From an optimization exercise on the open Yosys and OpenROAD flow, aimed at small area; shortcuts taken in it are not production practice. Only simulation tests tie the RTL to the original design; equivalence was not proved. No activity file was given, so power comes from the tool's default toggle rates.

## ts100_i2cm
module ts100_i2cm (
    input  wire        clk,
    input  wire        rst_n,
    input  wire        h_valid,
    input  wire        h_write,
    input  wire [2:0]  h_size,
    input  wire [4:0]  h_addr,
    input  wire [31:0] h_wdata,
    output reg  [31:0] h_rdata,
    output wire        h_err,
    input  wire        scl_i,
    input  wire        sda_i,
    output wire        scl_o,
    output wire        sda_o
);
export LEC_CHECK = 0
export CAP_MARGIN = 20
export CORE_MARGIN = 2
export CORE_UTILIZATION = 40
export CTS_BUF_LIST = sky130_fd_sc_hd__clkbuf_8
export SLEW_MARGIN = 20
create_clock -name core_clock -period 10.0 [get_ports {clk}]
standard.sh (not shown) runs the stock make flow with config.mk's settings and CLKGATE_MAP_FILE= SYNTH_SCRIPT=/design/flow/synth_recipe.tcl, a recipe that flattens the netlist after the stock synthesis.
==> flow/flow/run.sh <==
#!/bin/bash
# Own layout flow: the standard flow (standard.sh) with two changes.
#  1. Synthesis is the standard flow's own script (synth_recipe.tcl, unchanged), except that
#     the abc call maps the logic with the area-oriented script flow/area.abc
#     instead of ORFS's speed script. Everything before and after abc (and so
#     every register, its name and cell) is the standard synthesis's.
#  2. Port buffers are made from sky130_fd_sc_hd__buf_1.
#  3. The clock tree is built with the options in flow/cts_args (no dummy loads).
# Each tool's output goes to a log file in this folder.
set -euo pipefail
HERE=$(pwd)
{
  cat <<'EOT'
proc abc {args} {
  set i [lsearch -exact $args -script]
  if {$i >= 0} {
    set args [lreplace $args [expr {$i + 1}] [expr {$i + 1}] $::env(OWN_ABC_SCRIPT)]
  }
  yosys abc {*}$args
}
EOT
  cat synth_recipe.tcl
} > own_synth.tcl
sed "s|SYNTH_SCRIPT=[^ ]*|SYNTH_SCRIPT=$HERE/own_synth.tcl|" standard.sh > own_standard.sh
grep -q "SYNTH_SCRIPT=$HERE/own_synth.tcl" own_standard.sh
export OWN_ABC_SCRIPT="$HERE/flow/area.abc"
export BUFFER_PORTS_ARGS="-buffer_cell sky130_fd_sc_hd__buf_1"
# clock tree options (flow/cts_args), in place of ORFS's defaults
export CTS_ARGS="$(cat flow/cts_args)"
bash own_standard.sh > standard.log 2>&1
==> flow/flow/area.abc <==
strash
&get -n
&deepsyn -T 60
&put
strash
&get -n
&dch -f
&nf -a -R 20
&put
==> flow/flow/cts_args <==
-sink_clustering_enable -repair_clock_nets -buf_list sky130_fd_sc_hd__clkbuf_16 -sink_clustering_size 100 -sink_clustering_max_diameter 1000 -dont_use_dummy_load
Rerun with:
--- a/flow/flow/run.sh
+++ b/flow/flow/run.sh
@@ -8 +7,0 @@
-#  3. The clock tree is built with the options in flow/cts_args (no dummy loads).
@@ -28,2 +26,0 @@
-# clock tree options (flow/cts_args), in place of ORFS's defaults
-export CTS_ARGS="$(cat flow/cts_args)"
removed: flow/flow/cts_args
Result: Utilization went up by 0.41 points. Synthesized area does not change. Cell area went up by 0.86%. Total power went up by 7.0%. Setup slack improves by 3.4 ps. Via count is about the same. Clock-buffer cell count went up by 1.
Rerun with:
==> flow/flow/run.sh (replaced) <==
#!/bin/bash
# Standard layout, with the port buffers made from the smallest buffer cell.
set -o pipefail




export BUFFER_PORTS_ARGS="-buffer_cell sky130_fd_sc_hd__buf_1"
bash standard.sh > standard.log 2>&1
CTS_CLUSTER_DIAMETER = 500   (was not set)
CTS_CLUSTER_SIZE = 100   (was not set)
removed: flow/flow/area.abc
Result: Maximum frequency falls by 8.4%. Die area rises by 15%. Worst setup slack degrades by 520 ps. Wire length rises by 17%. Power rises by 1.7%.
Rerun with:
CTS_BUF_LIST = sky130_fd_sc_hd__clkbuf_16   (was sky130_fd_sc_hd__clkbuf_8)
Total power climbs by about 7%; hold slack is worse by 9.2 ps; combinational power barely changes; flip-flop and latch count stays the same; utilization climbs by 0.56 points; register-to-register slack is about the same.
Rerun with:
==> flow/flow/run.sh (replaced) <==
#!/bin/bash
# Own layout flow: the standard flow (standard.sh) with two changes.
#  1. Synthesis is the standard flow's own script (synth_recipe.tcl, unchanged), except that
#     the abc call maps the logic with the area-oriented script flow/area.abc
#     instead of ORFS's speed script. Everything before and after abc (and so
#     every register, its name and cell) is the standard synthesis's.
#  2. Port buffers are made from sky130_fd_sc_hd__buf_1.
#  3. The clock tree is built with the options in flow/cts_args (no dummy loads).
# Each tool's output goes to a log file in this folder.
set -euo pipefail
HERE=$(pwd)
{
  cat <<'EOT'
proc abc {args} {
  set i [lsearch -exact $args -script]
  if {$i >= 0} {
    set args [lreplace $args [expr {$i + 1}] [expr {$i + 1}] $::env(OWN_ABC_SCRIPT)]
  }
  yosys abc {*}$args
}
EOT
  cat synth_recipe.tcl
} > own_synth.tcl
sed "s|SYNTH_SCRIPT=[^ ]*|SYNTH_SCRIPT=$HERE/own_synth.tcl|" standard.sh > own_standard.sh
grep -q "SYNTH_SCRIPT=$HERE/own_synth.tcl" own_standard.sh
export OWN_ABC_SCRIPT="$HERE/flow/area.abc"
export BUFFER_PORTS_ARGS="-buffer_cell sky130_fd_sc_hd__buf_1"
# clock tree options (flow/cts_args), in place of ORFS's defaults
export CTS_ARGS="$(cat flow/cts_args)"
bash own_standard.sh > standard.log 2>&1
==> flow/flow/area.abc (new file) <==
strash
&get -n
&deepsyn -T 60
&put
strash
&get -n
&dch -f
&nf -a -R 20
&put
==> flow/flow/cts_args (new file) <==
-sink_clustering_enable -repair_clock_nets -buf_list sky130_fd_sc_hd__clkbuf_8 -dont_use_dummy_load
CTS_BUF_LIST = sky130_fd_sc_hd__clkbuf_8   (was sky130_fd_sc_hd__clkbuf_16)
CTS_CLUSTER_DIAMETER = not set   (was 500)
CTS_CLUSTER_SIZE = not set   (was 100)
After rerunning: Total power falls by about 25%. Wire length falls by about 15%. Clock skew rises by 4.0 ps. Register-to-register slack is worse by 1700 ps. Design area falls by about 15%.
Rerun with:
==> flow/run.sh (new file) <==
#!/bin/bash
# synth_recipe.tcl (not shown) runs the flow's synth.tcl, then flattens the netlist and writes it again
# the make line also repeats each setting of config.mk as NAME=value (left out here)
make -C /OpenROAD-flow-scripts/flow DESIGN_CONFIG=/design/flow/config.mk WORK_HOME=/design/flow/orfs CLKGATE_MAP_FILE= SYNTH_SCRIPT=/design/flow/synth_recipe.tcl finish
removed: flow/flow/run.sh
removed: flow/flow/area.abc
removed: flow/flow/cts_args
removed: flow/standard.sh
After rerunning: First-iteration DRC count shrinks by 19%. Non-clock buffer count drops by 1. Wire length increases by 21%. Total power rose by 11%.

[separate check: timing with driven ports]
In the flow no input, the clock included, has a driving cell. The finished layouts below were timed again as built, in two steps. Step 1, drivers: a clkbuf_16 drives clk and a buf_2 each remaining input, both assumed. Step 2, shift: input delay + t, output delay - t, t = (earliest + latest rising clock arrival at the registers) / 2. This alone moves slack from input paths to output paths. a / b / c = no drivers / after step 1 / after step 2; a / b = the first two.
| run | t (ns) | setup WS [ns] | hold slack, ns |
|---|---|---|---|
| the first run | 0.370 | 4.367 / 4.346 / 4.346 | 0.473 / 0.473 / 0.473 |
| the second run | 0.392 | 4.370 / 4.347 / 4.347 | 0.483 / 0.483 / 0.483 |
| the third run | 0.406 | 3.852 / 3.829 / 3.829 | 0.463 / 0.463 / 0.463 |
| the fourth run | 0.385 | 3.852 / 3.826 / 3.826 | 0.453 / 0.453 / 0.453 |
| the fifth run | 0.392 | 4.356 / 4.331 / 4.331 | 0.477 / 0.477 / 0.477 |
| the sixth run | 0.405 | 3.165 / 3.132 / 3.132 | 0.474 / 0.474 / 0.474 |
After both steps every run listed still meets setup and hold. The setup slack of the sixth run, which loses most, moves by -0.033 ns with the drivers and by -0.033 ns with both steps.
